Background: an optimization exercise with open tools, aiming at small area. Do not read the settings as production practice. At most, simulation tests tie the RTL to the original design; equivalence was not proved. Function not checked in runs 1 to 4: the RTL went through the layout flow alone. No activity file was given, so power comes from the tool's default toggle rates.

===== run.sh =====
#!/bin/bash
# synth_recipe.tcl (not shown) runs the flow's synth.tcl, then flattens the netlist and writes it again
# the make line also repeats each setting of config.mk as NAME=value (left out here)
make -C /OpenROAD-flow-scripts/flow DESIGN_CONFIG=/design/flow/config.mk WORK_HOME=/design/flow/orfs CLKGATE_MAP_FILE= SYNTH_SCRIPT=/design/flow/synth_recipe.tcl finish

===== config.mk =====
export PLATFORM = sky130hd
export DESIGN_NAME = pms_codec
export DESIGN_NICKNAME = pms_codec
export VERILOG_FILES = /design/flow/design.v
export SDC_FILE = /design/flow/constraint.sdc
export NUM_CORES = 4
export LEC_CHECK = 0
export CAP_MARGIN = 20
export CORE_MARGIN = 2
export CORE_UTILIZATION = 40
export CTS_BUF_LIST = sky130_fd_sc_hd__clkbuf_4
export SLEW_MARGIN = 20
export SYNTH_HIERARCHICAL = 1

===== constraint.sdc =====
create_clock -name core_clock -period 12.0 [get_ports {clk}]
set_input_delay 2.4000 -clock core_clock [delete_from_list [all_inputs] [get_ports {clk}]]
set_output_delay 2.4000 -clock core_clock [all_outputs]
set_load 0.01 [all_outputs]

===== design.v =====
module pms_codec #(
    parameter STRICT_LEN = 0
) (
    input             clk,
    input             rst,         
    input             req_valid,
    input      [31:0] req,
    output reg        rsp_valid,
    output reg [15:0] rsp_data
);
    localparam [7:0] START1 = 8'h42;
    localparam [7:0] START2 = 8'h4D;
    wire [3:0] func = req[31:28];
    wire fire = req_valid && !rst;
    wire mid_zero  = (req[27:8] == 20'd0);
    wire is_push   = fire && (func == 4'h1) && mid_zero;
    wire is_clr    = fire && (func == 4'h2) && mid_zero && (req[7:0] == 8'd0);
    wire is_decode = fire && (func == 4'h3) && mid_zero && (req[7:0] == 8'd0);
    wire is_encode = fire && (func == 4'h4) && (req[27:24] == 4'd0);
    wire is_regrd  = fire && (func == 4'h5) && mid_zero;
    wire [7:0] byte_in = req[7:0];
    reg [5:0]  rx_cnt;
    reg        rx_ovf;
    reg        d_done;
    reg        d_ok;
    reg        good;           
    reg [12:0] acc;            
    reg [7:0]  stage [0:23];   
    reg [15:0] meas  [0:11];
    wire cnt_full = rx_cnt[5];               
    wire push_in  = is_push && !cnt_full;
    wire at0      = (rx_cnt[4:0] == 5'd0);
    wire at1      = (rx_cnt[4:0] == 5'd1);
    wire at30     = (rx_cnt[4:0] == 5'd30);
    wire at31     = (rx_cnt[4:0] == 5'd31);
    reg [7:0] exp_b;
    always @(*) begin
        exp_b = acc[7:0];
        if (at0)       exp_b = START1;
        else if (at1)  exp_b = START2;
        else if (at30) exp_b = {3'd0, acc[12:8]};
    end
    wire checked  = at0 || at1 || at30 || at31;
    wire match    = (byte_in == exp_b);
    wire good_nxt = (at0 || good) && (!checked || match);
    wire frame_ok = cnt_full && !rx_ovf && good;
    always @(posedge clk) begin
        if (rst) begin
            rx_cnt <= 6'd0;
            rx_ovf <= 1'b0;
            d_done <= 1'b0;
            d_ok   <= 1'b0;
        end else if (is_push) begin
            if (!cnt_full)
                rx_cnt <= rx_cnt + 6'd1;
            else
                rx_ovf <= 1'b1;
        end else if (is_clr) begin
            rx_cnt <= 6'd0;
            rx_ovf <= 1'b0;
        end else if (is_decode) begin
            d_done <= 1'b1;
            d_ok   <= frame_ok;
            rx_cnt <= 6'd0;
            rx_ovf <= 1'b0;
        end
    end
    always @(posedge clk) begin
        if (push_in)
            good <= good_nxt;
    end
    wire [12:0] acc_a = at0 ? 13'd0 : acc;
    wire [13:0] acc_c;
    wire [12:0] acc_nxt;
    assign acc_c[0] = 1'b0;
    genvar ga;
    generate
        for (ga = 0; ga < 13; ga = ga + 1) begin : g_acc
            wire b = (ga < 8) ? byte_in[ga] : 1'b0;
            assign acc_nxt[ga]  = acc_a[ga] ^ b ^ acc_c[ga];
            assign acc_c[ga + 1] = (acc_a[ga] & b) | (acc_c[ga] & (acc_a[ga] ^ b));
        end
    endgenerate
    always @(posedge clk) begin
        if (push_in && !at30 && !at31)
            acc <= acc_nxt;
    end
    wire shift_in = push_in && (rx_cnt[4:0] >= 5'd4) && (rx_cnt[4:0] <= 5'd27);
    integer i;
    always @(posedge clk) begin
        if (shift_in) begin
            for (i = 0; i < 23; i = i + 1)
                stage[i] <= stage[i + 1];
            stage[23] <= byte_in;
        end
    end
    integer k;
    always @(posedge clk) begin
        if (is_decode && frame_ok) begin
            for (k = 0; k < 12; k = k + 1)
                meas[k] <= {stage[2 * k], stage[2 * k + 1]};
        end
    end
    reg        tx_valid;
    reg [1:0]  tx_op;       
    reg [15:0] tx_data;
    wire [7:0] enc_op = req[23:16];
    wire op_ok = (enc_op == 8'hE1) || (enc_op == 8'hE2) || (enc_op == 8'hE4);
    always @(posedge clk) begin
        if (rst)
            tx_valid <= 1'b0;
        else if (is_encode)
            tx_valid <= op_ok;
    end
    always @(posedge clk) begin
        if (is_encode) begin
            tx_op   <= {enc_op[2], enc_op[2] | enc_op[1]};
            tx_data <= req[15:0];
        end
    end
    wire [7:0] tx_opb = {5'b11100, tx_op[1], tx_op[0] & ~tx_op[1], ~tx_op[0]};
    wire [8:0] cs_c;
    wire [7:0] cs_s;
    assign cs_c[0] = tx_op[0];
    genvar gc;
    generate
        for (gc = 0; gc < 8; gc = gc + 1) begin : g_cs
            assign cs_s[gc]     = tx_data[8 + gc] ^ tx_data[gc] ^ cs_c[gc];
            assign cs_c[gc + 1] = (tx_data[8 + gc] & tx_data[gc]) |
                                  (cs_c[gc] & (tx_data[8 + gc] ^ tx_data[gc]));
        end
    endgenerate
    wire [9:0]  cs_a = {1'b0, cs_c[8], cs_s};
    wire [9:0]  cs_k = {6'b010111, 2'b00, tx_op[1], 1'b0};
    wire [10:0] cs_q;
    wire [9:0]  tx_csum;
    assign cs_q[0] = 1'b0;
    generate
        for (gc = 0; gc < 10; gc = gc + 1) begin : g_cs2
            assign tx_csum[gc]  = cs_a[gc] ^ cs_k[gc] ^ cs_q[gc];
            assign cs_q[gc + 1] = (cs_a[gc] & cs_k[gc]) | (cs_q[gc] & (cs_a[gc] ^ cs_k[gc]));
        end
    endgenerate
    reg [5:0] rd_num;
    always @(posedge clk) begin
        rd_num <= req[5:0];
        if (rst)
            rsp_valid <= 1'b0;
        else
            rsp_valid <= is_regrd;
    end
    wire [11:0] sm;                  
    wire [6:0]  st;                  
    wire [2:0]  ss;                  
    genvar gs;
    generate
        for (gs = 0; gs < 12; gs = gs + 1) begin : g_sm
            if (gs < 8)
                assign sm[gs] = rd_num[4] && !rd_num[3] && (rd_num[2:0] == gs);
            else
                assign sm[gs] = rd_num[4] && rd_num[3] && (rd_num[1:0] == gs - 8);
        end
        for (gs = 0; gs < 6; gs = gs + 1) begin : g_st
            assign st[gs] = !rd_num[4] && rd_num[5] && (rd_num[2:0] == gs);
        end
    endgenerate
    assign st[6] = !rd_num[4] && rd_num[5] && (rd_num[2:1] == 2'b11);
    assign ss[0] = !rd_num[4] && !rd_num[5] && (rd_num[1:0] == 2'd0);
    assign ss[1] = !rd_num[4] && !rd_num[5] && (rd_num[1:0] == 2'd1);
    assign ss[2] = !rd_num[4] && !rd_num[5] && rd_num[1];
    genvar gb, gk;
    generate
        for (gb = 0; gb < 8; gb = gb + 1) begin : g_hi
            wire [3:0] n;
            for (gk = 0; gk < 4; gk = gk + 1) begin : g_k
                pms_aoi222 u_aoi (
                    .a1(sm[3 * gk]),     .a2(meas[3 * gk][8 + gb]),
                    .b1(sm[3 * gk + 1]), .b2(meas[3 * gk + 1][8 + gb]),
                    .c1(sm[3 * gk + 2]), .c2(meas[3 * gk + 2][8 + gb]),
                    .y(n[gk]));
            end
            always @(*) rsp_data[8 + gb] = ~&n;
        end
    endgenerate
    wire [7:0] tx_cs_hi = {6'd0, tx_csum[9:8]};
    wire [7:0] stat0 = {6'd0, d_ok, d_done};
    wire [7:0] stat1 = {rx_ovf, 1'b0, rx_cnt};
    wire [7:0] const_lo = {st[2], st[0] | st[1] | st[2], st[2], 1'b0, st[1],
                           st[1] | st[2] & tx_opb[2], st[0] | st[2] & tx_opb[1],
                           st[1] | st[2] & tx_opb[0]};
    generate
        for (gb = 0; gb < 8; gb = gb + 1) begin : g_lo
            wire [5:0] n;
            for (gk = 0; gk < 4; gk = gk + 1) begin : g_k
                pms_aoi222 u_aoi (
                    .a1(sm[3 * gk]),     .a2(meas[3 * gk][gb]),
                    .b1(sm[3 * gk + 1]), .b2(meas[3 * gk + 1][gb]),
                    .c1(sm[3 * gk + 2]), .c2(meas[3 * gk + 2][gb]),
                    .y(n[gk]));
            end
            pms_aoi222 u_tx (
                .a1(st[3]), .a2(tx_data[8 + gb]),
                .b1(st[4]), .b2(tx_data[gb]),
                .c1(st[6]), .c2(tx_csum[gb]),
                .y(n[4]));
            assign n[5] = ~(st[5] & tx_cs_hi[gb] | ss[0] & stat0[gb] |
                            ss[1] & stat1[gb] | ss[2] & (gb == 0 ? tx_valid : 1'b0));
            always @(*) rsp_data[gb] = ~&n | const_lo[gb];
        end
    endgenerate
endmodule
module pms_aoi222 (
    input  a1, a2, b1, b2, c1, c2,
    output y
);
    assign y = ~(a1 & a2 | b1 & b2 | c1 & c2);
endmodule

==> flow_metrics.py, run 1 <==
metrics = {
    "global_routing": {
        "use_met3": 0.0448,
        "met1_usage": 0.204,
        "grt_max_degree": 75,
        "grt_pass1_wl_um": 47300,
        "use_met2": 0.239,
        "overflow": 0,
        "antenna_found_initial": 2,
        "busiest_layer": "met2",
        "gr-usage-all-layers": 0.156,
        "grt_pass1_vias": 8305,
    },
    "routing": {
        "drc": 0,
        "viasPerCell": 5.20,
        "ant_nets": 0,
        "drtIter0Drc": 903,
        "vias": 8134,
        "first_pass_iters": 6,
        "routed_wl_um": 31300,
        "wl_per_cell_um": 20.0,
    },
    "sta": {
        "hold_viol_final": 0,
        "finalCriticalPeriod_ns": 8.11,
        "finalMaxSlewViolations": 0,
        "fin_crit_sh": 0.676,
        "clock-skew-final_ns": 0.0635,
        "relSlewSlack": 0.247,
        "postLayoutSetupSlackWorst_ns": 3.89,
        "rsz0062_at_grt": "no",
        "fin_setup_tns_ns": 0,
        "max_freq_ghz": 0.123,
        "tightest_slew_ns": 1.13,
        "setup_viol": 0,
    },
    "clock_network": {
        "cts_tree": "yes",
        "worstSkewPairLatency_ns": 0.80,
        "cts-root-buf": "clkbuf_4",
        "cts_resized": 0,
        "cts_max_path_buffers": 3,
        "holdBufCountCts": 0,
        "cts.clk_slew.worst_paths_ns": 0.07,
        "htree_levels": 3,
        "cts.sinks": 433,
        "cts_buffers": 105,
        "post_cts_buffers": 0,
    },
    "synth": {
        "synth.net_count": 854,
        "synth_edf_count": 416,
        "synth_ff_type": "edfxtp_1",
        "seq_area_frac_synth": 0.828,
        "synthTopCellsByArea": "edfxtp_1, a222oi_1, dfxtp_1",
        "syn-cell-area_um2": 15500,
        "synthDistinctLibCells": 54,
        "synth.largest_area_cell": "edfxtp_1",
        "synthArstFlopShare": 0,
        "synth-seq-cells": 433,
        "avgSynthCellArea_um2": 19.7,
        "yosysTopAreaCellShare": 0.807,
        "syn_inst": 786,
        "yosys_warnings": 11,
    },
    "floorplanning": {
        "die_area_um2": 40300,
        "io_pins": 52,
        "row_count": 72,
        "core_um2": 38500,
        "start_util": 0.403,
        "die_y_um": 201,
        "fp.dieW_um": 201,
    },
    "hold_path": {
        "hp-class": "flop to flop",
        "min_from": "stage[10][4]$_DFFE_PP_",
    },
    "final_layout": {
        "drive_gt1_frac": 0.182,
        "nets": 1022,
        "areaGrowthSynthToFinish_pct": 16.9,
        "final_common_cell": "edfxtp_1",
        "layout_common_cells": "edfxtp_1, clkbuf_4, a222oi_1",
    },
    "pwr": {
        "power_density_nw_per_um2": 157,
        "ir_worst_vdd_mv": 0.0614,
        "cellLeakagePower_nw": 5.86,
        "p_total_mw": 2.85,
    },
    "critical_path": {
        "critical_path_class": "flop to output port",
        "rrSetupSlack_ns": 6.61,
        "critPathMaxFanout": 2,
        "crit_required_ns": 9.60,
        "endpoint_kind": "output port",
        "r2r-start": "rx_cnt[1]$_SDFFE_PP0P_",
        "rr_worst_depth": 19,
        "crit_arrival_ns": 5.71,
        "cp-start-kind": "flop",
        "startpoint": "tx_data[0]$_DFFE_PP_",
        "crit_path_end": "rsp_data[0]",
        "r2r_end": "acc[12]$_DFFE_PP_",
    },
    "placed_design": {
        "port-buffer-count": 51,
        "gp_congestion": 0.850,
        "hpwl_um": 19400,
        "place_ws_ns": 4.71,
    },
    "status": {
        "status": "finished clean",
    },
    "run": {
        "maxCapViolations": 0,
    },
}
-- registers in the layout, indices dropped and copies added, names as in the netlist, 2 cells and up --
register,flops
acc,13
meas,192
rd_num,6
rx_cnt,6
stage,192
tx_data,16
tx_op,2
-- Yosys cell counts, types with 3 or more instances --
| master | instances |
|---|---|
| nor3b_1 | 3 |
| nor2_1 | 31 |
| nand3b_1 | 4 |
| inv_1 | 30 |
| nand2_1 | 24 |
| xnor2_1 | 5 |
| nand2b_1 | 4 |
| and3_1 | 8 |
| buf_2 | 3 |
| and2_1 | 15 |
| edfxtp_1 | 416 |
| a31oi_1 | 4 |
| and4_1 | 5 |
| dfxtp_1 | 17 |
| nand4_1 | 17 |
| o21ai_0 | 7 |
| or3_1 | 3 |
| nor3_1 | 7 |
| fa_1 | 15 |
| nand3_1 | 8 |
| ha_1 | 18 |
| o21ai_1 | 7 |
| nor4_1 | 8 |
| a222oi_1 | 72 |
| clkbuf_1 | 5 |
| a22oi_1 | 3 |
| a21oi_1 | 10 |
-- cell type report --
class / count / area [um^2]
well taps: 518 / 648
fillers: 3275 / 20400
diodes: 3 / 7.51
clock buffers: 146 / 1100
multi-input cells: 312 / 2520
clock inverters: 51 / 221
repair buffers: 71 / 661
inverters: 31 / 116
flip-flops and latches: 433 / 12800
-- per-module statistics from Yosys, one instance, submodules excluded --
| module | area (um^2) | flops+latches |
|---|---|---|
| pms_aoi222 | 10.0 | 0 |
| pms_codec | 14800 | 433 |
-- metal layers --
layer / share of wire / routed length [um]
met3: 0.064 / 2000
met2: 0.47 / 14800
met4: 0.036 / 1110
met5: 0 / 0
met1: 0.43 / 13400
-- cells by family after synthesis --
kind of cell    synth area share
flops                      0.829
simple gates              0.0546
compound gates            0.0666
buf+inv                   0.0111
fa+ha+maj                 0.0339
xor+xnor                 0.00396
mux                      0.00129
-- through the flow --
step	area [um^2]	hold slack, ns	cells	utilization
6_report	18100	0.399	1565	0.471
2_1_floorplan	15500	0.400	786	-
3_5_place_dp	16800	0.405	1365	0.436
5_1_grt	18100	0.405	1564	0.471
4_1_cts	18100	0.405	1562	0.471
3_3_place_gp	16800	0.402	1365	0.436
-- critical path: stages, from the launching register on --
cell,delay (ns)
edfxtp_1,0.41
fa_1,0.43
inv_1,0.08
fa_1,0.19
fa_1,0.19
fa_1,0.17
inv_1,0.05
fa_1,0.38
fa_1,0.39
fa_1,0.40
fa_1,0.50
ha_1,0.14
inv_1,0.04
ha_1,0.27
o32ai_1,0.07
a211oi_1,0.52
nand4_1,0.19
clkdlybuf4s50_1,0.54
-- how the worst min path moves through the flow --
stage / endpoint / depth (start not counted)
2_1_floorplan: meas[0][10]$_DFFE_PP_ / 0
3_3_place_gp: meas[0][15]$_DFFE_PP_ / 0
3_5_place_dp: meas[0][13]$_DFFE_PP_ / 0
4_1_cts: stage[22][4]$_DFFE_PP_ / 0
5_1_grt: meas[5][12]$_DFFE_PP_ / 0
6_report: meas[5][12]$_DFFE_PP_ / 0
-- power by group --
part           internal [mW]  leakage, nW  total, mW  switching (mW)
logic                 0.0324         1.21     0.0696          0.0372
registers               1.63         3.88       1.63         0.00245
clock network          0.572        0.776       1.15           0.575
total                   2.24         5.86       2.85           0.615
==> run 2, diff against run 1 <==
--- a/config.mk
+++ b/config.mk
@@ -8,6 +8,6 @@
 export CAP_MARGIN = 20
 export CORE_MARGIN = 2
 export CORE_UTILIZATION = 40
-export CTS_BUF_LIST = sky130_fd_sc_hd__clkbuf_4
+export CTS_BUF_LIST = sky130_fd_sc_hd__clkbuf_8
 export SLEW_MARGIN = 20
 export SYNTH_HIERARCHICAL = 1
==> flow_metrics.py, run 2 <==
metrics = {
    "routing": {
        "viasPerCell": 5.31,
        "vias": 7884,
        "routed_wl_um": 31100,
        "drtIter0Drc": 997,
        "first_pass_iters": 5,
        "wl_per_cell_um": 20.9,
        "ant_nets": 0,
        "drc": 0,
    },
    "clock_network": {
        "cts-root-buf": "clkbuf_8",
        "htree_levels": 3,
        "cts.clk_slew.worst_paths_ns": 0.06,
        "worstSkewPairLatency_ns": 0.60,
        "cts_max_path_buffers": 3,
        "cts_resized": 0,
        "cts.sinks": 433,
        "holdBufCountCts": 0,
        "cts_tree": "yes",
        "post_cts_buffers": 0,
        "cts_buffers": 70,
    },
    "floorplanning": {
        "core_um2": 38500,
        "row_count": 72,
        "die_y_um": 201,
        "die_area_um2": 40300,
        "io_pins": 52,
        "fp.dieW_um": 201,
        "start_util": 0.403,
    },
    "synth": {
        "avgSynthCellArea_um2": 19.7,
        "synthDistinctLibCells": 54,
        "synthTopCellsByArea": "edfxtp_1, a222oi_1, dfxtp_1",
        "synth_edf_count": 416,
        "yosysTopAreaCellShare": 0.807,
        "synth.net_count": 854,
        "yosys_warnings": 11,
        "synth.largest_area_cell": "edfxtp_1",
        "seq_area_frac_synth": 0.828,
        "synth.most_common_cell": "edfxtp_1",
        "syn-cell-area_um2": 15500,
        "synthArstFlopShare": 0,
        "ys_top_cells_by_count": "edfxtp_1, a222oi_1, nor2_1",
        "synth_ff_type": "edfxtp_1",
        "syn_inst": 786,
        "synth-seq-cells": 433,
    },
    "placed_design": {
        "hpwl_um": 19400,
        "gp_congestion": 0.850,
        "port-buffer-count": 51,
        "place_area_um2": 16800,
    },
    "status": {
        "status": "finished clean",
    },
    "final_layout": {
        "regArea_um2": 12800,
        "reg_top3": "meas (192), stage (192), tx_data (16)",
        "final_common_cell": "edfxtp_1",
        "layout_common_cells": "edfxtp_1, a222oi_1, clkbuf_8",
        "fillers": 3248,
        "diodes": 0,
        "nets": 987,
        "areaGrowthSynthToFinish_pct": 16.3,
        "design_area_um2": 18000,
        "multi_input_area_um2": 2520,
        "drive_gt1_frac": 0.124,
    },
    "pwr": {
        "switchingPower_mw": 0.593,
        "power.internal_mw": 2.24,
        "clockPowerShare": 0.398,
        "seq_power_share": 0.578,
        "pwr-share-comb": 0.024,
        "ir_worst_vdd_mv": 0.0663,
        "switching_share": 0.209,
        "cellLeakagePower_nw": 5.81,
        "power_density_nw_per_um2": 157,
    },
    "sta": {
        "finalCriticalPeriod_ns": 7.92,
        "fin_crit_sh": 0.660,
        "fin_setup_tns_ns": 0,
        "hold_viol_final": 0,
        "rsz0062_at_grt": "no",
        "clock-skew-final_ns": 0.0267,
        "setup_viol": 0,
        "whs_ns": 0.417,
        "tightest_slew_ns": 1.12,
        "relSlewSlack": 0.250,
        "finalMaxSlewViolations": 0,
        "max_freq_ghz": 0.126,
    },
    "critical_path": {
        "critical_path_class": "flop to output port",
        "slowest_stage": "clkdlybuf4s50_1",
        "crit_required_ns": 9.60,
        "crit_arrival_ns": 5.52,
        "rrSetupSlack_ns": 6.61,
        "endpoint_kind": "output port",
        "crit_chain": "fa_1 -> inv_1 -> fa_1 -> fa_1 -> fa_1 -> inv_1 -> fa_1 -> fa_1 -> fa_1 -> fa_1 -> ha_1 -> inv_1 -> ha_1 -> o32ai_1 -> a211oi_1 -> nand4_1 -> clkdlybuf4s50_1",
        "cp-start-kind": "flop",
        "cpMostUsedCell": "fa_1",
        "crit_path_max_incr_delay_ns": 0.54,
        "critPathMaxFanout": 2,
    },
    "global_routing": {
        "gr-usage-all-layers": 0.154,
        "grt_pass1_vias": 7912,
        "grt_max_degree": 75,
        "overflow": 0,
        "grt_pass1_wl_um": 46800,
        "antenna_found_initial": 0,
    },
    "run": {
        "maxCapViolations": 0,
    },
    "hold_path": {
        "hp-class": "flop to flop",
    },
}
## run 2: cell counts after synthesis
Identical to the previous run, type by type.
## run 2: cells by family (layout without fill, tap and decap cells)
group / after synthesis / after routing / synth area share
buf+inv: 41 / 223 / 0.0111
xor+xnor: 7 / 7 / 0.00396
flops: 433 / 433 / 0.829
fa+ha+maj: 33 / 33 / 0.0339
compound gates: 119 / 119 / 0.0666
mux: 2 / 2 / 0.00129
simple gates: 151 / 151 / 0.0546
## run 2: layer usage
metal / track usage / wire length (um) / vias to the layer above
met2: 0.243 / 14800 / 243
met3: 0.0336 / 1550 / 71
met1: 0.208 / 13700 / 4002
met5: 0 / 0 / -
li1: - / - / 3568
met4: 0.0627 / 1010 / 0
## run 2: power groups by stage
stage | sequential [mW] | clock, mW | combinational (mW)
after floorplan | 1.67 | 0 | 0.0258
after global placement | 1.67 | 0 | 0.0702
after detailed placement | 1.67 | 0 | 0.0704
after CTS | 1.64 | 1.16 | 0.0707
after global routing | 1.64 | 1.23 | 0.0736
final | 1.64 | 1.13 | 0.0692
## run 2: per-module statistics from Yosys, one instance, submodules excluded
module / area, um^2 / cells / copies in the design / flip-flops and latches
pms_aoi222: 10.0 / 1 / 72 / 0
pms_codec: 14800 / 714 / 1 / 433
## run 2: worst max-delay path, delay by kind of cell, from the launching register on
kind                       cells  cell delay [ns]
AOI/OAI and AO/OA              2             0.57
adders and majority gates     10             3.06
buffers and inverters          4             0.71
and+or+nand+nor                1             0.19
DFF                            1             0.41
## run 2: through the flow
stage	setup WS, ns	power [mW]	util	cells
5_1_grt	3.91	2.93	0.468	1486
6_report	4.08	2.83	0.468	1486
3_3_place_gp	4.76	1.74	0.436	1365
2_1_floorplan	2.91	1.69	-	786
3_5_place_dp	4.71	1.74	0.436	1365
4_1_cts	4.07	2.87	0.468	1486
## run 2: worst paths after layout
path                                from                     to  cells past startpoint
setup reg to reg  rx_cnt[0]$_SDFFE_PP0P_      acc[12]$_DFFE_PP_                     19
hold reg to reg    stage[0][7]$_DFFE_PP_  meas[0][15]$_DFFE_PP_                      0
hold / removal     stage[0][7]$_DFFE_PP_  meas[0][15]$_DFFE_PP_                      0
setup / recovery    tx_data[0]$_DFFE_PP_            rsp_data[0]                     17
## run 2: area by class of cell
| type | count | share of cell area |
|---|---|---|
| tap | 518 | 0.0360 |
| multi-input combinational | 312 | 0.140 |
| inverter | 31 | 0.00646 |
| timing repair buffer | 71 | 0.0367 |
| clock inverter | 50 | 0.0139 |
| sequential | 433 | 0.713 |
| clock buffer | 71 | 0.0543 |
==> run 3, diff against run 2 <==
--- a/config.mk
+++ b/config.mk
@@ -9,5 +9,7 @@
 export CORE_MARGIN = 2
 export CORE_UTILIZATION = 40
 export CTS_BUF_LIST = sky130_fd_sc_hd__clkbuf_8
+export CTS_CLUSTER_DIAMETER = 60
+export CTS_CLUSTER_SIZE = 20
 export SLEW_MARGIN = 20
 export SYNTH_HIERARCHICAL = 1
==> flow_metrics.py, run 3 <==
metrics = {
    "synth": {
        "yosys_warnings": 11,
        "seq_area_frac_synth": 0.828,
        "synth_edf_count": 416,
        "yosysTopAreaCellShare": 0.807,
        "synth.net_count": 854,
        "synthTopCellsByArea": "edfxtp_1, a222oi_1, dfxtp_1",
        "synth_ff_type": "edfxtp_1",
        "syn_inst": 786,
        "syn-cell-area_um2": 15500,
        "ys_top_cells_by_count": "edfxtp_1, a222oi_1, nor2_1",
        "synth.most_common_cell": "edfxtp_1",
        "synth.largest_area_cell": "edfxtp_1",
        "synthDistinctLibCells": 54,
        "avgSynthCellArea_um2": 19.7,
        "synthArstFlopShare": 0,
        "synth-seq-cells": 433,
    },
    "routing": {
        "vias": 7655,
        "first_pass_iters": 7,
        "drc": 0,
        "ant_nets": 0,
        "routed_wl_um": 30100,
        "drtIter0Drc": 940,
        "viasPerCell": 5.41,
        "wl_per_cell_um": 21.3,
    },
    "sta": {
        "finalMaxSlewViolations": 0,
        "setup_viol": 0,
        "relSlewSlack": 0.259,
        "fin_setup_tns_ns": 0,
        "max_freq_ghz": 0.125,
        "finalCriticalPeriod_ns": 8.02,
        "tightest_slew_ns": 1.11,
        "rsz0062_at_grt": "no",
        "fin_crit_sh": 0.668,
        "hold_viol_final": 0,
        "clock-skew-final_ns": 0.0568,
    },
    "final_layout": {
        "reg_top3": "meas (192), stage (192), tx_data (16)",
        "nets": 946,
        "areaGrowthSynthToFinish_pct": 12.2,
        "diodes": 0,
        "fillers": 3287,
        "drive_gt1_frac": 0.0846,
        "layout_common_cells": "edfxtp_1, a222oi_1, clkdlybuf4s50_1",
        "final_common_cell": "edfxtp_1",
    },
    "critical_path": {
        "cpMostUsedCell": "fa_1",
        "critical_path_class": "flop to output port",
        "critPathTopFamily": "adder cells",
        "endpoint_kind": "output port",
        "worst-path-buf-inv": 4,
        "rrSetupSlack_ns": 6.58,
        "crit_chain": "fa_1 -> inv_1 -> fa_1 -> fa_1 -> fa_1 -> inv_1 -> fa_1 -> fa_1 -> fa_1 -> fa_1 -> ha_1 -> inv_1 -> ha_1 -> o32ai_1 -> a211oi_1 -> nand4_1 -> clkdlybuf4s50_1",
        "cp-start-kind": "flop",
        "slowest_stage": "clkdlybuf4s50_1",
        "crit_required_ns": 9.60,
        "critPathMaxFanout": 2,
        "crit_arrival_ns": 5.62,
        "crit_path_max_incr_delay_ns": 0.54,
    },
    "clock_network": {
        "cts_tree": "yes",
        "post_cts_buffers": 0,
        "worstSkewPairLatency_ns": 0.65,
        "cts_resized": 0,
        "cts.clk_slew.worst_paths_ns": 0.11,
        "cts_max_path_buffers": 3,
        "cts-root-buf": "clkbuf_8",
        "cts_buffers": 29,
        "holdBufCountCts": 0,
        "htree_levels": 1,
        "cts.sinks": 433,
    },
    "pwr": {
        "switching_share": 0.205,
        "p_total_mw": 2.45,
        "ir_worst_vdd_mv": 0.0792,
        "seq_power_share": 0.667,
        "pwr-share-comb": 0.028,
        "cellLeakagePower_nw": 5.42,
        "clockPowerShare": 0.305,
        "power_density_nw_per_um2": 141,
        "switchingPower_mw": 0.502,
        "power.internal_mw": 1.95,
    },
    "placed_design": {
        "hpwl_um": 19400,
        "port-buffer-count": 51,
        "gp_congestion": 0.850,
    },
    "floorplanning": {
        "die_area_um2": 40300,
        "core_um2": 38500,
        "row_count": 72,
        "fp.dieW_um": 201,
        "start_util": 0.403,
        "io_pins": 52,
        "die_y_um": 201,
    },
    "global_routing": {
        "antenna_found_initial": 0,
        "grt_max_degree": 75,
        "grt_pass1_vias": 7585,
        "overflow": 0,
        "grt_pass1_wl_um": 45200,
        "gr-usage-all-layers": 0.147,
    },
    "status": {
        "status": "finished clean",
    },
    "run": {
        "maxCapViolations": 0,
    },
    "hold_path": {
        "hp-class": "flop to flop",
    },
}
run 3: cell families after synthesis:
| logic type | after synthesis | synth area share |
|---|---|---|
| XOR/XNOR | 7 | 0.00396 |
| flip-flops | 433 | 0.829 |
| buffers and inverters | 41 | 0.0111 |
| AND/OR/NAND/NOR | 151 | 0.0546 |
| adder cells (fa/ha/maj) | 33 | 0.0339 |
| AO/OA/AOI/OAI | 119 | 0.0666 |
| multiplexers | 2 | 0.00129 |
run 3: path summary, 6_finish.rpt:
check                          from              endpoint  depth (start not counted)
min          stage[13][0]$_DFFE_PP_  meas[6][0]$_DFFE_PP_                          0
min reg2reg  stage[13][0]$_DFFE_PP_  meas[6][0]$_DFFE_PP_                          0
max            tx_data[0]$_DFFE_PP_           rsp_data[0]                         17
max reg2reg  rx_cnt[0]$_SDFFE_PP0P_     acc[12]$_DFFE_PP_                         19
run 3: worst register-to-register path, stage by stage, from the launching register on:
cell and delay (ns):
dfxtp_1 0.40, inv_1 0.14, ha_1 0.19, or4b_4 0.59, and2_1 0.22, ha_1 0.17, inv_1 0.06, fa_1 0.15
inv_1 0.05, fa_1 0.38, fa_1 0.39, fa_1 0.38, fa_1 0.39, fa_1 0.39, fa_1 0.38, ha_1 0.20
ha_1 0.18, ha_1 0.18, ha_1 0.19, xnor2_1 0.13
run 3: metal layers:
metal	up-vias	share of wire	global-route usage
met4	0	0.032	0.0505
met1	3941	0.44	0.204
met5	-	0	0
met2	207	0.48	0.237
met3	55	0.050	0.0252
li1	3452	-	-
run 3: power by group through the flow:
stage               combinational [mW]  sequential [mW]  clock, mW
detailed placement              0.0704             1.67          0
global placement                0.0702             1.67          0
global route                    0.0737             1.63      0.821
CTS                             0.0707             1.63      0.769
finish                          0.0692             1.63      0.746
floorplan                       0.0258             1.67          0
run 3: final cells by class:
type,count,area (um^2),share of cell area
flip-flops and latches,433,12800,0.739
multi-input cells,312,2520,0.145
repair buffers,71,661,0.0380
well taps,518,648,0.0373
clock buffers,29,399,0.0230
clock inverters,22,191,0.0110
inverters,31,116,0.00670
run 3: per-stage QoR:
step                      hold WS, ns  setup slack (ns)  utilization  cells  instance area, um^2
after global routing            0.434              3.84        0.452   1416                17400
after CTS                       0.419              3.98        0.452   1416                17400
after detailed placement        0.405              4.71        0.436   1365                16800
after floorplan                 0.400              2.91            -    786                15500
after global placement          0.402              4.76        0.436   1365                16800
final                           0.420              3.98        0.452   1416                17400
run 3: Yosys stat by module, one instance, submodules excluded:
module | copies in the design | flip-flops and latches
pms_aoi222 | 72 | 0
pms_codec | 1 | 433
==> run 4, diff against run 3 <==
--- a/config.mk
+++ b/config.mk
@@ -8,8 +8,8 @@
 export CAP_MARGIN = 20
 export CORE_MARGIN = 2
 export CORE_UTILIZATION = 40
-export CTS_BUF_LIST = sky130_fd_sc_hd__clkbuf_8
+export CTS_BUF_LIST = sky130_fd_sc_hd__clkbuf_16
 export CTS_CLUSTER_DIAMETER = 60
-export CTS_CLUSTER_SIZE = 20
+export CTS_CLUSTER_SIZE = 30
 export SLEW_MARGIN = 20
 export SYNTH_HIERARCHICAL = 1
==> flow_metrics.py, run 4 <==
metrics = {
    "synth": {
        "synthArstFlopShare": 0,
        "synth-seq-cells": 433,
        "synth.largest_area_cell": "edfxtp_1",
        "synth-simple-area-share": 0.0546,
        "yosys.area_share.adder": 0.0339,
        "synthDistinctLibCells": 54,
        "seq_area_frac_synth": 0.828,
        "synth_edf_count": 416,
        "yosysTopAreaCellShare": 0.807,
        "synthTopCellsByArea": "edfxtp_1, a222oi_1, dfxtp_1",
        "synth.net_count": 854,
        "syn_inst": 786,
        "synth.most_common_cell": "edfxtp_1",
        "synth_top_family_by_area": "compound AO/OA/AOI/OAI gates",
        "synth_compound_area_frac": 0.0666,
        "ys_top_cells_by_count": "edfxtp_1, a222oi_1, nor2_1",
        "synth-xor-area-share": 0.00396,
        "yosys_warnings": 11,
        "avgSynthCellArea_um2": 19.7,
        "syn-cell-area_um2": 15500,
        "synthMuxAreaShare": 0.00129,
        "synth_ff_type": "edfxtp_1",
    },
    "critical_path": {
        "endpoint_kind": "output port",
        "crit_arrival_ns": 5.53,
        "cp-start-kind": "flop",
        "critical_path_class": "flop to output port",
        "critPathMaxFanout": 2,
        "r2r-start": "rx_cnt[0]$_SDFFE_PP0P_",
        "rr_worst_depth": 19,
        "rrSetupSlack_ns": 6.59,
        "crit_required_ns": 9.60,
        "r2r_end": "acc[12]$_DFFE_PP_",
    },
    "clock_network": {
        "post_cts_buffers": 0,
        "cts_buffers": 29,
        "cts_resized": 0,
        "cts.clk_slew.worst_paths_ns": 0.08,
        "holdBufCountCts": 0,
        "worstSkewPairLatency_ns": 0.61,
        "cts.sinks": 433,
        "htree_levels": 1,
        "cts_tree": "yes",
        "cts-root-buf": "clkbuf_16",
        "cts_max_path_buffers": 3,
    },
    "final_layout": {
        "nets": 946,
        "fin_util": 0.466,
        "drive_gt1_frac": 0.0954,
        "diodes": 0,
        "reg_top3": "meas (192), stage (192), tx_data (16)",
        "layout_common_cells": "edfxtp_1, a222oi_1, clkdlybuf4s50_1",
        "areaGrowthSynthToFinish_pct": 15.7,
        "final_common_cell": "edfxtp_1",
    },
    "hold_path": {
        "hold_depth": 0,
        "min_to": "meas[0][13]$_DFFE_PP_",
        "hp-class": "flop to flop",
        "min_from": "stage[0][5]$_DFFE_PP_",
    },
    "floorplanning": {
        "start_util": 0.403,
        "die_y_um": 201,
        "io_pins": 52,
        "row_count": 72,
        "die_area_um2": 40300,
        "core_um2": 38500,
        "fp.dieW_um": 201,
    },
    "run": {
        "maxCapViolations": 0,
    },
    "routing": {
        "ant_nets": 0,
        "routed_wl_um": 30100,
        "viasPerCell": 5.38,
        "first_pass_iters": 7,
        "vias": 7639,
        "drc": 0,
        "wl_per_cell_um": 21.2,
        "drtIter0Drc": 1051,
    },
    "pwr": {
        "cellLeakagePower_nw": 5.63,
        "switchingPower_mw": 0.605,
        "clockPowerShare": 0.401,
        "seq_power_share": 0.575,
        "ir_worst_vdd_mv": 0.108,
        "pwr-share-comb": 0.024,
        "p_total_mw": 2.84,
        "power_density_nw_per_um2": 158,
        "switching_share": 0.213,
        "power.internal_mw": 2.24,
    },
    "global_routing": {
        "grt_pass1_wl_um": 45500,
        "grt_max_degree": 75,
        "antenna_found_initial": 0,
        "gr-usage-all-layers": 0.148,
        "grt_pass1_vias": 7556,
        "overflow": 0,
    },
    "sta": {
        "fin_setup_tns_ns": 0,
        "clock-skew-final_ns": 0.0361,
        "fin_crit_sh": 0.661,
        "relSlewSlack": 0.268,
        "hold_viol_final": 0,
        "setup_viol": 0,
        "finalCriticalPeriod_ns": 7.93,
        "rsz0062_at_grt": "no",
        "max_freq_ghz": 0.126,
        "tightest_slew_ns": 1.09,
        "finalMaxSlewViolations": 0,
    },
    "placed_design": {
        "gp_congestion": 0.850,
        "port-buffer-count": 51,
        "hpwl_um": 19400,
    },
    "status": {
        "status": "finished clean",
    },
}
-- run 4: worst max path at each step --
stage,start,endpoint,cells after the start
after CTS,tx_data[0]$_DFFE_PP_,rsp_data[0],17
final,tx_data[0]$_DFFE_PP_,rsp_data[0],17
after global routing,tx_data[0]$_DFFE_PP_,rsp_data[0],17
after floorplan,req[27],stage[0][0]$_DFFE_PP_,5
after global placement,tx_data[0]$_DFFE_PP_,rsp_data[0],17
after detailed placement,tx_data[0]$_DFFE_PP_,rsp_data[0],17
-- run 4: per-layer routing --
layer / part of all wire / routed length [um] / track usage
met5: 0 / 0 / 0
met4: 0.037 / 1110 / 0.0487
met3: 0.059 / 1770 / 0.0269
met2: 0.48 / 14300 / 0.236
met1: 0.43 / 12900 / 0.206
-- run 4: per-module statistics from Yosys (local to each module, per instance) --
module | flops+latches | times used
pms_aoi222 | 0 | 72
pms_codec | 433 | 1
-- run 4: cell type report --
| type | instances | area (um^2) |
|---|---|---|
| fillers | 3222 | 20500 |
| flip-flops and latches | 433 | 12800 |
| multi-input cells | 312 | 2520 |
| clock buffers | 29 | 726 |
| repair buffers | 71 | 661 |
| well taps | 518 | 648 |
| clock inverters | 25 | 417 |
| inverters | 31 | 116 |
-- run 4: cells by family (layout without fill, tap and decap cells) --
| group | Yosys count | count (layout) |
|---|---|---|
| flops | 433 | 433 |
| simple gates | 151 | 151 |
| mux | 2 | 2 |
| buf+inv | 41 | 156 |
| fa+ha+maj | 33 | 33 |
| xor+xnor | 7 | 7 |
| compound gates | 119 | 119 |
-- run 4: per-stage QoR --
| step | instances | worst slack [ns] | instance area (um^2) | hold WS, ns |
|---|---|---|---|---|
| after floorplan | 786 | 2.91 | 15500 | 0.400 |
| after global placement | 1365 | 4.76 | 16800 | 0.402 |
| after detailed placement | 1365 | 4.71 | 16800 | 0.405 |
| after CTS | 1419 | 4.06 | 17900 | 0.425 |
| after global routing | 1419 | 3.93 | 17900 | 0.430 |
| final | 1419 | 4.07 | 17900 | 0.426 |
-- run 4: power by group through the flow --
stage | Sequential, mW | Combinational, mW | Clock [mW]
floorplan | 1.67 | 0.0258 | 0
global placement | 1.67 | 0.0702 | 0
detailed placement | 1.67 | 0.0704 | 0
CTS | 1.63 | 0.0707 | 1.17
global route | 1.63 | 0.0737 | 1.22
finish | 1.63 | 0.0692 | 1.14
-- run 4: critical path, cell delays in order, from the launching register on --
cell and delay, ns:
edfxtp_1 0.42, fa_1 0.43, inv_1 0.08, fa_1 0.19, fa_1 0.19, fa_1 0.17
inv_1 0.05, fa_1 0.38, fa_1 0.39, fa_1 0.40, fa_1 0.50, ha_1 0.15
inv_1 0.04, ha_1 0.26, o32ai_1 0.06, a211oi_1 0.51, nand4_1 0.19, clkdlybuf4s50_1 0.54
==> run 5, diff against run 4 <==
--- a/design.v
+++ b/design.v
@@ -69,16 +69,20 @@
         if (push_in)
             good <= good_nxt;
     end
-    wire [12:0] acc_a = at0 ? 13'd0 : acc;
+    wire [12:0] acc_a = acc & {13{!at0}};
     wire [13:0] acc_c;
     wire [12:0] acc_nxt;
     assign acc_c[0] = 1'b0;
     genvar ga;
     generate
         for (ga = 0; ga < 13; ga = ga + 1) begin : g_acc
-            wire b = (ga < 8) ? byte_in[ga] : 1'b0;
-            assign acc_nxt[ga]  = acc_a[ga] ^ b ^ acc_c[ga];
-            assign acc_c[ga + 1] = (acc_a[ga] & b) | (acc_c[ga] & (acc_a[ga] ^ b));
+            if (ga == 0)
+                pms_ha u_ha (.a(acc_a[ga]), .b(byte_in[ga]), .s(acc_nxt[ga]), .co(acc_c[ga + 1]));
+            else if (ga < 8)
+                pms_fa u_fa (.a(acc_a[ga]), .b(byte_in[ga]), .c(acc_c[ga]),
+                             .s(acc_nxt[ga]), .co(acc_c[ga + 1]));
+            else
+                pms_ha u_ha (.a(acc_a[ga]), .b(acc_c[ga]), .s(acc_nxt[ga]), .co(acc_c[ga + 1]));
         end
     endgenerate
     always @(posedge clk) begin
@@ -121,26 +125,29 @@
     wire [7:0] tx_opb = {5'b11100, tx_op[1], tx_op[0] & ~tx_op[1], ~tx_op[0]};
     wire [8:0] cs_c;
     wire [7:0] cs_s;
+    wire [9:0] tx_csum;
     assign cs_c[0] = tx_op[0];
     genvar gc;
     generate
         for (gc = 0; gc < 8; gc = gc + 1) begin : g_cs
-            assign cs_s[gc]     = tx_data[8 + gc] ^ tx_data[gc] ^ cs_c[gc];
-            assign cs_c[gc + 1] = (tx_data[8 + gc] & tx_data[gc]) |
-                                  (cs_c[gc] & (tx_data[8 + gc] ^ tx_data[gc]));
-        end
-    endgenerate
-    wire [9:0]  cs_a = {1'b0, cs_c[8], cs_s};
-    wire [9:0]  cs_k = {6'b010111, 2'b00, tx_op[1], 1'b0};
-    wire [10:0] cs_q;
-    wire [9:0]  tx_csum;
-    assign cs_q[0] = 1'b0;
-    generate
-        for (gc = 0; gc < 10; gc = gc + 1) begin : g_cs2
-            assign tx_csum[gc]  = cs_a[gc] ^ cs_k[gc] ^ cs_q[gc];
-            assign cs_q[gc + 1] = (cs_a[gc] & cs_k[gc]) | (cs_q[gc] & (cs_a[gc] ^ cs_k[gc]));
-        end
-    endgenerate
+            pms_fa u_fa (.a(tx_data[8 + gc]), .b(tx_data[gc]), .c(cs_c[gc]),
+                         .s(cs_s[gc]), .co(cs_c[gc + 1]));
+        end
+    endgenerate
+    wire cs_q2, cs_q3, cs_q4, cs_q8;
+    wire cs_q5 = cs_s[4] | cs_q4;
+    wire cs_q6 = cs_s[5] | cs_q5;
+    wire cs_q7 = cs_s[6] | cs_q6;
+    assign tx_csum[0] = cs_s[0];
+    pms_ha    u_cs1 (.a(cs_s[1]), .b(tx_op[1]), .s(tx_csum[1]), .co(cs_q2));
+    pms_ha    u_cs2 (.a(cs_s[2]), .b(cs_q2), .s(tx_csum[2]), .co(cs_q3));
+    pms_ha    u_cs3 (.a(cs_s[3]), .b(cs_q3), .s(tx_csum[3]), .co(cs_q4));
+    pms_xnor2 u_cs4 (.a(cs_s[4]), .b(cs_q4), .y(tx_csum[4]));
+    pms_xnor2 u_cs5 (.a(cs_s[5]), .b(cs_q5), .y(tx_csum[5]));
+    pms_xnor2 u_cs6 (.a(cs_s[6]), .b(cs_q6), .y(tx_csum[6]));
+    pms_ha    u_cs7 (.a(cs_s[7]), .b(cs_q7), .s(tx_csum[7]), .co(cs_q8));
+    pms_xnor2 u_cs8 (.a(cs_c[8]), .b(cs_q8), .y(tx_csum[8]));
+    assign tx_csum[9] = cs_c[8] | cs_q8;
     reg [5:0] rd_num;
     always @(posedge clk) begin
         rd_num <= req[5:0];
@@ -215,3 +222,23 @@
 );
     assign y = ~(a1 & a2 | b1 & b2 | c1 & c2);
 endmodule
+module pms_fa (
+    input  a, b, c,
+    output s, co
+);
+    assign s  = a ^ b ^ c;
+    assign co = a & b | c & (a ^ b);
+endmodule
+module pms_ha (
+    input  a, b,
+    output s, co
+);
+    assign s  = a ^ b;
+    assign co = a & b;
+endmodule
+module pms_xnor2 (
+    input  a, b,
+    output y
+);
+    assign y = ~(a ^ b);
+endmodule
==> flow/run.sh (new file) <==
#!/bin/bash
# Standard layout, with two changes made through ORFS's own variables:
#  * the port buffers are sky130_fd_sc_hd__buf_1 (every port still gets one);
#  * clock tree synthesis runs without dummy loads.
# Each step's full output is in orfs/logs/; make's own output is in make.log.
set -euo pipefail
cts_args="-sink_clustering_enable -repair_clock_nets -dont_use_dummy_load"
cts_args="$cts_args -buf_list sky130_fd_sc_hd__clkbuf_4 -sink_clustering_size 12 -sink_clustering_max_diameter 50"
bash standard.sh \
    "BUFFER_PORTS_ARGS=-buffer_cell sky130_fd_sc_hd__buf_1" \
    "CTS_ARGS=$cts_args" \
    finish > make.log 2>&1
==> standard.sh (new file) <==
#!/bin/bash
# synth_recipe.tcl (not shown) runs the flow's synth.tcl, then flattens the netlist and writes it again
# the make line also repeats each setting of config.mk as NAME=value (left out here)
make -C /OpenROAD-flow-scripts/flow DESIGN_CONFIG=/design/flow/config.mk WORK_HOME=/design/flow/orfs CLKGATE_MAP_FILE= SYNTH_SCRIPT=/design/flow/synth_recipe.tcl "${@:-finish}"
--- a/config.mk
+++ b/config.mk
@@ -8,8 +8,8 @@
 export CAP_MARGIN = 20
 export CORE_MARGIN = 2
 export CORE_UTILIZATION = 40
-export CTS_BUF_LIST = sky130_fd_sc_hd__clkbuf_16
-export CTS_CLUSTER_DIAMETER = 60
-export CTS_CLUSTER_SIZE = 30
+export CTS_BUF_LIST = sky130_fd_sc_hd__clkbuf_4
+export CTS_CLUSTER_DIAMETER = 50
+export CTS_CLUSTER_SIZE = 12
 export SLEW_MARGIN = 20
 export SYNTH_HIERARCHICAL = 1
removed: run.sh
==> flow_metrics.py, run 5 <==
metrics = {
    "sta": {
        "fin_setup_tns_ns": 0,
        "fin_crit_sh": 0.666,
        "clock-skew-final_ns": 0.0719,
        "relSlewSlack": 0.219,
        "finalMaxSlewViolations": 0,
        "max_freq_ghz": 0.125,
        "rsz0062_at_grt": "no",
        "finalCriticalPeriod_ns": 7.99,
        "whs_ns": 0.402,
        "postLayoutSetupSlackWorst_ns": 4.01,
        "hold_viol_final": 0,
        "setup_viol": 0,
        "tightest_slew_ns": 1.16,
    },
    "floorplanning": {
        "row_count": 72,
        "die_area_um2": 40300,
        "fp.dieW_um": 201,
        "core_um2": 38500,
        "io_pins": 52,
        "start_util": 0.402,
        "die_y_um": 201,
    },
    "synth": {
        "synthTopCellsByArea": "edfxtp_1, a222oi_1, dfxtp_1",
        "ys_top_cells_by_count": "edfxtp_1, a222oi_1, nor2_1",
        "synth.net_count": 836,
        "synth.most_common_cell": "edfxtp_1",
        "synth_edf_count": 416,
        "syn-cell-area_um2": 15500,
        "synth_ff_type": "edfxtp_1",
        "syn_inst": 771,
        "synth-seq-cells": 433,
        "avgSynthCellArea_um2": 20.1,
        "synth.largest_area_cell": "edfxtp_1",
        "synthArstFlopShare": 0,
        "yosys_warnings": 11,
        "seq_area_frac_synth": 0.829,
        "yosysTopAreaCellShare": 0.807,
        "synthDistinctLibCells": 57,
    },
    "pwr": {
        "cellLeakagePower_nw": 5.11,
        "ir_worst_vdd_mv": 0.0555,
        "power_density_nw_per_um2": 135,
        "p_total_mw": 2.27,
    },
    "global_routing": {
        "grt_pass1_wl_um": 45600,
        "antenna_found_initial": 1,
        "grt_max_degree": 193,
        "gr-usage-all-layers": 0.149,
        "grt_pass1_vias": 7585,
        "overflow": 0,
    },
    "clock_network": {
        "cts_max_path_buffers": 3,
        "cts_buffers": 45,
        "cts_resized": 0,
        "worstSkewPairLatency_ns": 0.69,
        "htree_levels": 2,
        "cts_tree": "yes",
        "post_cts_buffers": 0,
        "cts-root-buf": "clkbuf_4",
        "holdBufCountCts": 0,
        "cts.sinks": 433,
        "cts.clk_slew.worst_paths_ns": 0.12,
    },
    "run": {
        "maxCapViolations": 0,
    },
    "critical_path": {
        "crit_required_ns": 9.60,
        "crit_arrival_ns": 5.59,
        "endpoint_kind": "output port",
        "rrSetupSlack_ns": 6.25,
        "critical_path_class": "flop to output port",
        "critPathMaxFanout": 2,
        "cp-start-kind": "flop",
    },
    "placed_design": {
        "port-buffer-count": 51,
        "place_area_um2": 16400,
        "place_ws_ns": 4.73,
        "place_inst": 1348,
        "hpwl_um": 18700,
        "gp_congestion": 0.821,
    },
    "status": {
        "status": "finished clean",
    },
    "routing": {
        "ant_nets": 0,
        "first_pass_iters": 6,
        "drtIter0Drc": 982,
        "wl_per_cell_um": 21.8,
        "drc": 0,
        "routed_wl_um": 30400,
        "viasPerCell": 5.55,
        "vias": 7743,
    },
    "final_layout": {
        "layout.cells.non_filler": 1396,
        "layout_common_cells": "edfxtp_1, a222oi_1, buf_1",
        "areaGrowthSynthToFinish_pct": 8.76,
        "reg_top3": "meas (192), stage (192), tx_data (16)",
        "design_area_um2": 16800,
        "final_common_cell": "edfxtp_1",
        "nets": 944,
        "fillers": 3357,
        "fin_util": 0.438,
        "drive_gt1_frac": 0.0992,
    },
    "hold_path": {
        "hp-class": "flop to flop",
    },
}
[run 5: cell families (layout without fill, tap and decap cells)]
logic type                 Yosys count  count (layout)  share of synthesized area
muxes                                5               5                    0.00323
adders and majority gates           30              30                     0.0315
DFF                                433             433                      0.829
xor gates and xnor gates             6               6                    0.00339
other                                0               1                          0
and+or+nand+nor                    161             161                     0.0595
buffers and inverters               16             122                    0.00558
AOI/OAI and AO/OA                  120             120                     0.0679
[run 5: critical path, cell delays in order, from the launching register on]
cell      delay [ns]
edfxtp_1        0.45
fa_1            0.45
fa_1            0.42
fa_1            0.40
fa_1            0.42
fa_1            0.39
fa_1            0.39
fa_1            0.39
fa_1            0.44
ha_1            0.24
o21ai_0         0.21
nor4bb_1        0.33
o21ai_0         0.22
buf_1           0.18
[run 5: worst paths after layout]
| kind | start | endpoint | cells past startpoint |
|---|---|---|---|
| setup / recovery | tx_data[8]$_DFFE_PP_ | rsp_data[1] | 13 |
| hold / removal | stage[0][0]$_DFFE_PP_ | meas[0][8]$_DFFE_PP_ | 0 |
| setup reg to reg | rx_cnt[0]$_SDFFE_PP0P_ | acc[12]$_DFFE_PP_ | 17 |
| hold reg to reg | stage[0][0]$_DFFE_PP_ | meas[0][8]$_DFFE_PP_ | 0 |
[run 5: power by group]
part           leakage [nW]  internal (mW)  switching [mW]
logic                  1.03         0.0178          0.0364
registers              3.88           1.63         0.00205
clock network         0.207          0.173           0.414
total                  5.11           1.82           0.453
[run 5: area by class of cell]
type / count / area, um^2 / area share
flip-flops and latches: 433 / 12800 / 0.762
multi-input cells: 322 / 2600 / 0.155
diodes: 1 / 2.50 / 0.000149
well taps: 518 / 648 / 0.0385
repair buffers: 70 / 387 / 0.0230
inverters: 7 / 26.3 / 0.00156
clock buffers: 45 / 338 / 0.0201
[run 5: metal layers]
layer,vias to the layer above,GRT usage,part of all wire
met5,-,0,0
li1,3470,-,-
met2,267,0.233,0.46
met4,0,0.0439,0.024
met1,3952,0.213,0.45
met3,54,0.0302,0.067
[run 5: Yosys stat by module (local to each module, per instance)]
module	cell area, um^2	cells	flip-flops and latches	copies in the design
pms_fa	20.0	1	0	15
pms_xnor2	8.76	1	0	4
pms_ha	12.5	1	0	10
pms_aoi222	10.0	1	0	72
pms_codec	14300	670	433	1
==> run 6, diff against run 5 <==
--- a/flow/run.sh
+++ b/flow/run.sh
@@ -5,7 +5,7 @@
 # Each step's full output is in orfs/logs/; make's own output is in make.log.
 set -euo pipefail
 cts_args="-sink_clustering_enable -repair_clock_nets -dont_use_dummy_load"
-cts_args="$cts_args -buf_list sky130_fd_sc_hd__clkbuf_4 -sink_clustering_size 12 -sink_clustering_max_diameter 50"
+cts_args="$cts_args -buf_list sky130_fd_sc_hd__clkbuf_8 -sink_clustering_size 25 -sink_clustering_max_diameter 50"
 bash standard.sh \
     "BUFFER_PORTS_ARGS=-buffer_cell sky130_fd_sc_hd__buf_1" \
     "CTS_ARGS=$cts_args" \
--- a/config.mk
+++ b/config.mk
@@ -7,9 +7,6 @@
 export LEC_CHECK = 0
 export CAP_MARGIN = 20
 export CORE_MARGIN = 2
-export CORE_UTILIZATION = 40
-export CTS_BUF_LIST = sky130_fd_sc_hd__clkbuf_4
-export CTS_CLUSTER_DIAMETER = 50
-export CTS_CLUSTER_SIZE = 12
+export CORE_UTILIZATION = 70
 export SLEW_MARGIN = 20
 export SYNTH_HIERARCHICAL = 1
==> flow_metrics.py, run 6 <==
metrics = {
    "status": {
        "status": "finished clean",
    },
    "floorplanning": {
        "start_util": 0.712,
        "row_count": 54,
        "io_pins": 52,
        "fp.dieW_um": 153,
        "die_area_um2": 23300,
        "die_y_um": 153,
        "core_um2": 21800,
    },
    "synth": {
        "yosys_warnings": 11,
        "avgSynthCellArea_um2": 20.1,
        "synthTopCellsByArea": "edfxtp_1, a222oi_1, dfxtp_1",
        "seq_area_frac_synth": 0.829,
        "ys_top_cells_by_count": "edfxtp_1, a222oi_1, nor2_1",
        "syn-cell-area_um2": 15500,
        "synth.largest_area_cell": "edfxtp_1",
        "synth_ff_type": "edfxtp_1",
        "synth-seq-cells": 433,
        "synth_edf_count": 416,
        "synthDistinctLibCells": 57,
        "synth.net_count": 836,
        "yosysTopAreaCellShare": 0.807,
        "syn_inst": 771,
        "synth.most_common_cell": "edfxtp_1",
        "synthArstFlopShare": 0,
    },
    "placed_design": {
        "port-buffer-count": 51,
        "place_area_um2": 16200,
        "gp_congestion": 0.896,
        "hpwl_um": 19200,
        "place_ws_ns": 4.75,
    },
    "sta": {
        "tightest_slew_ns": 1.05,
        "finalMaxSlewViolations": 0,
        "fin_crit_sh": 0.652,
        "max_freq_ghz": 0.128,
        "hold_viol_final": 0,
        "relSlewSlack": 0.302,
        "setup_viol": 0,
        "rsz0062_at_grt": "no",
        "finalCriticalPeriod_ns": 7.82,
        "postLayoutSetupSlackWorst_ns": 4.18,
        "fin_setup_tns_ns": 0,
        "clock-skew-final_ns": 0.0590,
    },
    "pwr": {
        "switchingPower_mw": 0.458,
        "switching_share": 0.193,
        "seq_power_share": 0.687,
        "power.internal_mw": 1.92,
        "power_density_nw_per_um2": 143,
        "cellLeakagePower_nw": 5.16,
        "clockPowerShare": 0.290,
        "p_total_mw": 2.38,
        "pwr-share-comb": 0.023,
        "ir_worst_vdd_mv": 0.111,
    },
    "global_routing": {
        "gr-usage-all-layers": 0.260,
        "overflow": 0,
        "grt_pass1_wl_um": 45400,
        "antenna_found_initial": 0,
        "grt_max_degree": 98,
        "grt_pass1_vias": 7902,
    },
    "clock_network": {
        "worstSkewPairLatency_ns": 0.57,
        "cts-root-buf": "clkbuf_8",
        "cts.clk_slew.worst_paths_ns": 0.10,
        "cts.sinks": 433,
        "cts_tree": "yes",
        "cts_resized": 0,
        "cts_buffers": 36,
        "cts_max_path_buffers": 3,
        "post_cts_buffers": 0,
        "htree_levels": 2,
        "holdBufCountCts": 0,
    },
    "critical_path": {
        "crit_required_ns": 9.60,
        "critPathMaxFanout": 2,
        "crit_arrival_ns": 5.42,
        "endpoint_kind": "output port",
        "critical_path_class": "flop to output port",
        "cp-start-kind": "flop",
        "rrSetupSlack_ns": 6.19,
    },
    "final_layout": {
        "final_common_cell": "edfxtp_1",
        "drive_gt1_frac": 0.0909,
        "areaGrowthSynthToFinish_pct": 7.64,
        "fillers": 1203,
        "design_area_um2": 16700,
        "reg_top3": "meas (192), stage (192), tx_data (16)",
        "nets": 936,
        "layout_common_cells": "edfxtp_1, a222oi_1, buf_1",
        "fin_util": 0.766,
        "diodes": 0,
    },
    "hold_path": {
        "hp-class": "flop to flop",
    },
    "routing": {
        "drtIter0Drc": 1025,
        "first_pass_iters": 6,
        "wl_per_cell_um": 26.0,
        "ant_nets": 0,
        "viasPerCell": 6.79,
        "drc": 0,
        "routed_wl_um": 29900,
        "vias": 7807,
    },
    "run": {
        "maxCapViolations": 0,
    },
}
## run 6: logic make-up (layout without fill, tap and decap cells)
group           count (synthesis)  count (layout)  share of synthesized area
flops                         433             433                      0.829
simple gates                  161             161                     0.0595
compound gates                120             120                     0.0679
fa+ha+maj                      30              30                     0.0315
buf+inv                        16             114                    0.00558
xor+xnor                        6               6                    0.00339
mux                             5               5                    0.00323
## run 6: stage by stage
step / instances / hold slack [ns]
2_1_floorplan: 771 / 0.400
3_3_place_gp: 1113 / 0.403
3_5_place_dp: 1113 / 0.406
4_1_cts: 1149 / 0.425
5_1_grt: 1149 / 0.431
6_report: 1149 / 0.420
## run 6: per-layer routing
metal	GRT usage	vias up	share of wire
met5	0	-	0
met1	0.375	3934	0.40
met3	0.0495	54	0.091
li1	-	3428	-
met4	0.0882	0	0.029
met2	0.413	391	0.48
## run 6: path summary, 6_finish.rpt
path                          start                   end  depth (start not counted)
max            tx_data[8]$_DFFE_PP_           rsp_data[1]                         13
min           stage[1][7]$_DFFE_PP_  meas[0][7]$_DFFE_PP_                          0
max reg2reg  rx_cnt[0]$_SDFFE_PP0P_     acc[12]$_DFFE_PP_                         17
min reg2reg   stage[1][7]$_DFFE_PP_  meas[0][7]$_DFFE_PP_                          0
## run 6: power groups by stage
stage / combinational [mW] / sequential [mW] / clock [mW]
floorplan: 0.0258 / 1.67 / 0
global placement: 0.0529 / 1.67 / 0
detailed placement: 0.0541 / 1.67 / 0
CTS: 0.0544 / 1.63 / 0.703
global route: 0.0581 / 1.63 / 0.747
finish: 0.0543 / 1.63 / 0.689
## run 6: Yosys stat by module, one instance, submodules excluded
module / cell area [um^2] / flip-flops and latches / copies in the design / cells
pms_aoi222: 10.0 / 0 / 72 / 1
pms_codec: 14300 / 433 / 1 / 670
pms_fa: 20.0 / 0 / 15 / 1
pms_ha: 12.5 / 0 / 10 / 1
pms_xnor2: 8.76 / 0 / 4 / 1
## run 6: final cells by class
type	count	area [um^2]	area share
Multi-Input combinational cell	322	2610	0.157
Timing Repair Buffer	71	349	0.0209
Clock buffer	36	495	0.0297
Sequential cell	433	12800	0.770
Tap cell	280	350	0.0210
Inverter	7	26.3	0.00158
## run 6: worst max-delay path, stage by stage, from the launching register on
cell and delay, ns:
edfxtp_1 0.43, fa_1 0.45, fa_1 0.42, fa_1 0.40
fa_1 0.43, fa_1 0.44, fa_1 0.40, fa_1 0.39
fa_1 0.45, ha_1 0.25, o21ai_0 0.17, nor4bb_1 0.30
o21ai_0 0.20, buf_1 0.18
==> run 7, diff against run 6 <==
--- a/flow/run.sh
+++ b/flow/run.sh
@@ -5,7 +5,7 @@
 # Each step's full output is in orfs/logs/; make's own output is in make.log.
 set -euo pipefail
 cts_args="-sink_clustering_enable -repair_clock_nets -dont_use_dummy_load"
-cts_args="$cts_args -buf_list sky130_fd_sc_hd__clkbuf_8 -sink_clustering_size 25 -sink_clustering_max_diameter 50"
+cts_args="$cts_args -buf_list sky130_fd_sc_hd__clkbuf_4 -sink_clustering_size 12 -sink_clustering_max_diameter 40"
 bash standard.sh \
     "BUFFER_PORTS_ARGS=-buffer_cell sky130_fd_sc_hd__buf_1" \
     "CTS_ARGS=$cts_args" \
--- a/config.mk
+++ b/config.mk
@@ -5,8 +5,9 @@
 export SDC_FILE = /design/flow/constraint.sdc
 export NUM_CORES = 4
 export LEC_CHECK = 0
-export CAP_MARGIN = 20
+export CAP_MARGIN = 0
 export CORE_MARGIN = 2
 export CORE_UTILIZATION = 70
-export SLEW_MARGIN = 20
+export GPL_TIMING_DRIVEN = 0
+export SLEW_MARGIN = 0
 export SYNTH_HIERARCHICAL = 1
==> flow_metrics.py, run 7 <==
metrics = {
    "status": {
        "status": "finished clean",
    },
    "pwr": {
        "ir_worst_vdd_mv": 0.110,
        "seq_power_share": 0.719,
        "power_density_nw_per_um2": 135,
        "switchingPower_mw": 0.444,
        "p_total_mw": 2.27,
        "power.internal_mw": 1.83,
        "clockPowerShare": 0.256,
        "switching_share": 0.195,
        "cellLeakagePower_nw": 5.24,
        "pwr-share-comb": 0.025,
    },
    "placed_design": {
        "gp_congestion": 0.902,
        "place_inst": 1129,
        "place_area_um2": 16500,
        "hpwl_um": 20800,
        "place_ws_ns": 4.65,
        "port-buffer-count": 51,
    },
    "hold_path": {
        "hp-class": "flop to flop",
        "min_to": "stage[22][4]$_DFFE_PP_",
        "min_from": "stage[23][4]$_DFFE_PP_",
        "hold_depth": 0,
    },
    "final_layout": {
        "final_common_cell": "edfxtp_1",
        "reg_top3": "meas (192), stage (192), tx_data (16)",
        "areaGrowthSynthToFinish_pct": 8.95,
        "fillers": 1176,
        "design_area_um2": 16900,
        "fin_util": 0.775,
        "layout_common_cells": "edfxtp_1, a222oi_1, buf_1",
        "drive_gt1_frac": 0.123,
        "nets": 962,
        "layout.cells.non_filler": 1176,
    },
    "clock_network": {
        "cts_max_path_buffers": 3,
        "cts.clk_slew.worst_paths_ns": 0.12,
        "post_cts_buffers": 0,
        "htree_levels": 2,
        "worstSkewPairLatency_ns": 0.69,
        "cts_resized": 0,
        "cts_buffers": 46,
        "cts-root-buf": "clkbuf_4",
        "holdBufCountCts": 0,
        "cts_tree": "yes",
        "cts.sinks": 433,
    },
    "routing": {
        "drc": 0,
        "first_pass_iters": 6,
        "wl_met1_um": 11800,
        "vias": 7938,
        "ant_nets": 0,
        "viasPerCell": 6.75,
        "dr_wl_met3_um": 2740,
        "drtIter0Drc": 1013,
        "routed_wl_um": 30000,
        "highest_layer": "met4",
        "wl_per_cell_um": 25.5,
        "wl_met2_um": 14000,
    },
    "synth": {
        "synthTopCellsByArea": "edfxtp_1, a222oi_1, dfxtp_1",
        "synth_edf_count": 416,
        "ys_top_cells_by_count": "edfxtp_1, a222oi_1, nor2_1",
        "synth-seq-cells": 433,
        "synth.net_count": 836,
        "synth.most_common_cell": "edfxtp_1",
        "syn_inst": 771,
        "synth_ff_type": "edfxtp_1",
        "synthDistinctLibCells": 57,
        "yosysTopAreaCellShare": 0.807,
        "avgSynthCellArea_um2": 20.1,
        "synthArstFlopShare": 0,
        "seq_area_frac_synth": 0.829,
        "yosys_warnings": 11,
        "synth.largest_area_cell": "edfxtp_1",
        "syn-cell-area_um2": 15500,
    },
    "critical_path": {
        "rrSetupSlack_ns": 6.31,
        "r2r_end": "acc[12]$_DFFE_PP_",
        "rr_worst_depth": 17,
        "crit_arrival_ns": 5.78,
        "critPathMaxFanout": 2,
        "r2r-start": "rx_cnt[0]$_SDFFE_PP0P_",
        "critical_path_class": "flop to output port",
        "cp-start-kind": "flop",
        "crit_required_ns": 9.60,
        "endpoint_kind": "output port",
    },
    "global_routing": {
        "antenna_found_initial": 1,
        "gr-usage-all-layers": 0.258,
        "grt_max_degree": 75,
        "grt_pass1_vias": 7993,
        "overflow": 0,
        "grt_pass1_wl_um": 45100,
    },
    "floorplanning": {
        "row_count": 54,
        "core_um2": 21800,
        "start_util": 0.712,
        "die_area_um2": 23300,
        "die_y_um": 153,
        "fp.dieW_um": 153,
        "io_pins": 52,
    },
    "sta": {
        "setup_viol": 0,
        "whs_ns": 0.399,
        "max_freq_ghz": 0.122,
        "fin_setup_tns_ns": 0,
        "relSlewSlack": 0.301,
        "postLayoutSetupSlackWorst_ns": 3.82,
        "finalCriticalPeriod_ns": 8.18,
        "hold_viol_final": 0,
        "rsz0062_at_grt": "no",
        "fin_crit_sh": 0.681,
        "tightest_slew_ns": 1.04,
        "clock-skew-final_ns": 0.0861,
        "finalMaxSlewViolations": 0,
    },
    "run": {
        "maxCapViolations": 0,
    },
}
==> run 7: cell counts after synthesis <==
Identical to the previous run, type by type.
==> run 7: worst max-delay path by stage <==
stage               slack, ns  cells past startpoint                     to                 start
floorplan                3.00                      4  stage[0][0]$_DFFE_PP_               req[25]
global placement         1.05                      5  stage[7][5]$_DFFE_PP_               req[11]
detailed placement       4.65                     13            rsp_data[1]  tx_data[8]$_DFFE_PP_
CTS                      3.92                     13            rsp_data[1]  tx_data[8]$_DFFE_PP_
global route             3.70                     13            rsp_data[1]  tx_data[8]$_DFFE_PP_
finish                   3.82                     13            rsp_data[1]  tx_data[8]$_DFFE_PP_
==> run 7: area by class of cell <==
cell class / count / area (um^2) / share of cell area
plain buffers: 9 / 60.1 / 0.00356
inverters: 7 / 26.3 / 0.00156
well taps: 280 / 350 / 0.0208
multi-input cells: 322 / 2630 / 0.156
clock buffers: 46 / 345 / 0.0205
repair buffers: 78 / 621 / 0.0368
diodes: 1 / 2.50 / 0.000148
flip-flops and latches: 433 / 12800 / 0.761
==> run 7: worst max-delay path, cell delays in order (launching register included) <==
cell	delay [ns]
edfxtp_1	0.44
fa_1	0.46
fa_1	0.42
fa_1	0.40
fa_1	0.42
fa_1	0.40
fa_1	0.39
fa_1	0.40
fa_1	0.46
ha_1	0.27
o21ai_0	0.31
nor4bb_1	0.34
o21ai_0	0.24
buf_1	0.19
==> run 7: power by group through the flow <==
stage / Combinational [mW] / Sequential, mW / Clock [mW]
floorplan: 0.0258 / 1.67 / 0
global placement: 0.0523 / 1.67 / 0
detailed placement: 0.0567 / 1.67 / 0
CTS: 0.0569 / 1.63 / 0.594
global route: 0.0607 / 1.63 / 0.650
finish: 0.0576 / 1.63 / 0.581
==> run 7: layer usage <==
| layer | vias to the layer above | global-route usage |
|---|---|---|
| met1 | 3900 | 0.366 |
| met5 | - | 0 |
| met2 | 437 | 0.400 |
| li1 | 3507 | - |
| met4 | 0 | 0.120 |
| met3 | 94 | 0.0498 |
==> run 7: logic make-up after synthesis <==
family / after synthesis / synth area share
compound gates: 120 / 0.0679
xor+xnor: 6 / 0.00339
fa+ha+maj: 30 / 0.0315
buf+inv: 16 / 0.00558
flops: 433 / 0.829
mux: 5 / 0.00323
simple gates: 161 / 0.0595
==> run 7: Yosys stat by module, one instance, submodules excluded <==
module,area (um^2),times used
pms_ha,12.5,10
pms_xnor2,8.76,4
pms_codec,14300,1
pms_aoi222,10.0,72
pms_fa,20.0,15

[what the ideal ports hide]
How much do the figures lean on ideal ports? The routed layouts below were timed once more, with nothing changed but the port constraints.
Step 1, drivers: a clkbuf_16 drives clk and a buf_2 each remaining input, both assumed.
Step 2, shift: input delay + t, output delay - t, t = (earliest + latest rising clock arrival at the registers) / 2. This alone moves slack from input paths to output paths.
Three values: ideal ports, drivers, drivers and shift; two values: the first two.
run	t (ns)	setup slack, ns	worst setup path at the end	worst data-port slew with drivers (ns)	pins driven straight from the clock port
run 1	0.810	3.886 / 3.840 / 4.650	register to output	0.05	1
run 2	0.633	4.080 / 4.032 / 4.665	register to output	0.05	1
run 3	0.672	3.980 / 3.932 / 4.604	register to output	0.05	1
run 4	0.639	4.065 / 4.015 / 4.654	register to output	0.05	1
run 5	0.685	4.014 / 3.972 / 4.658	register to output	0.04	1
run 6	0.583	4.179 / 4.132 / 4.715	register to output	0.07	1
run 7	0.692	3.824 / 3.782 / 4.474	register to output	0.07	1
After both steps setup and hold are still met in every run listed.
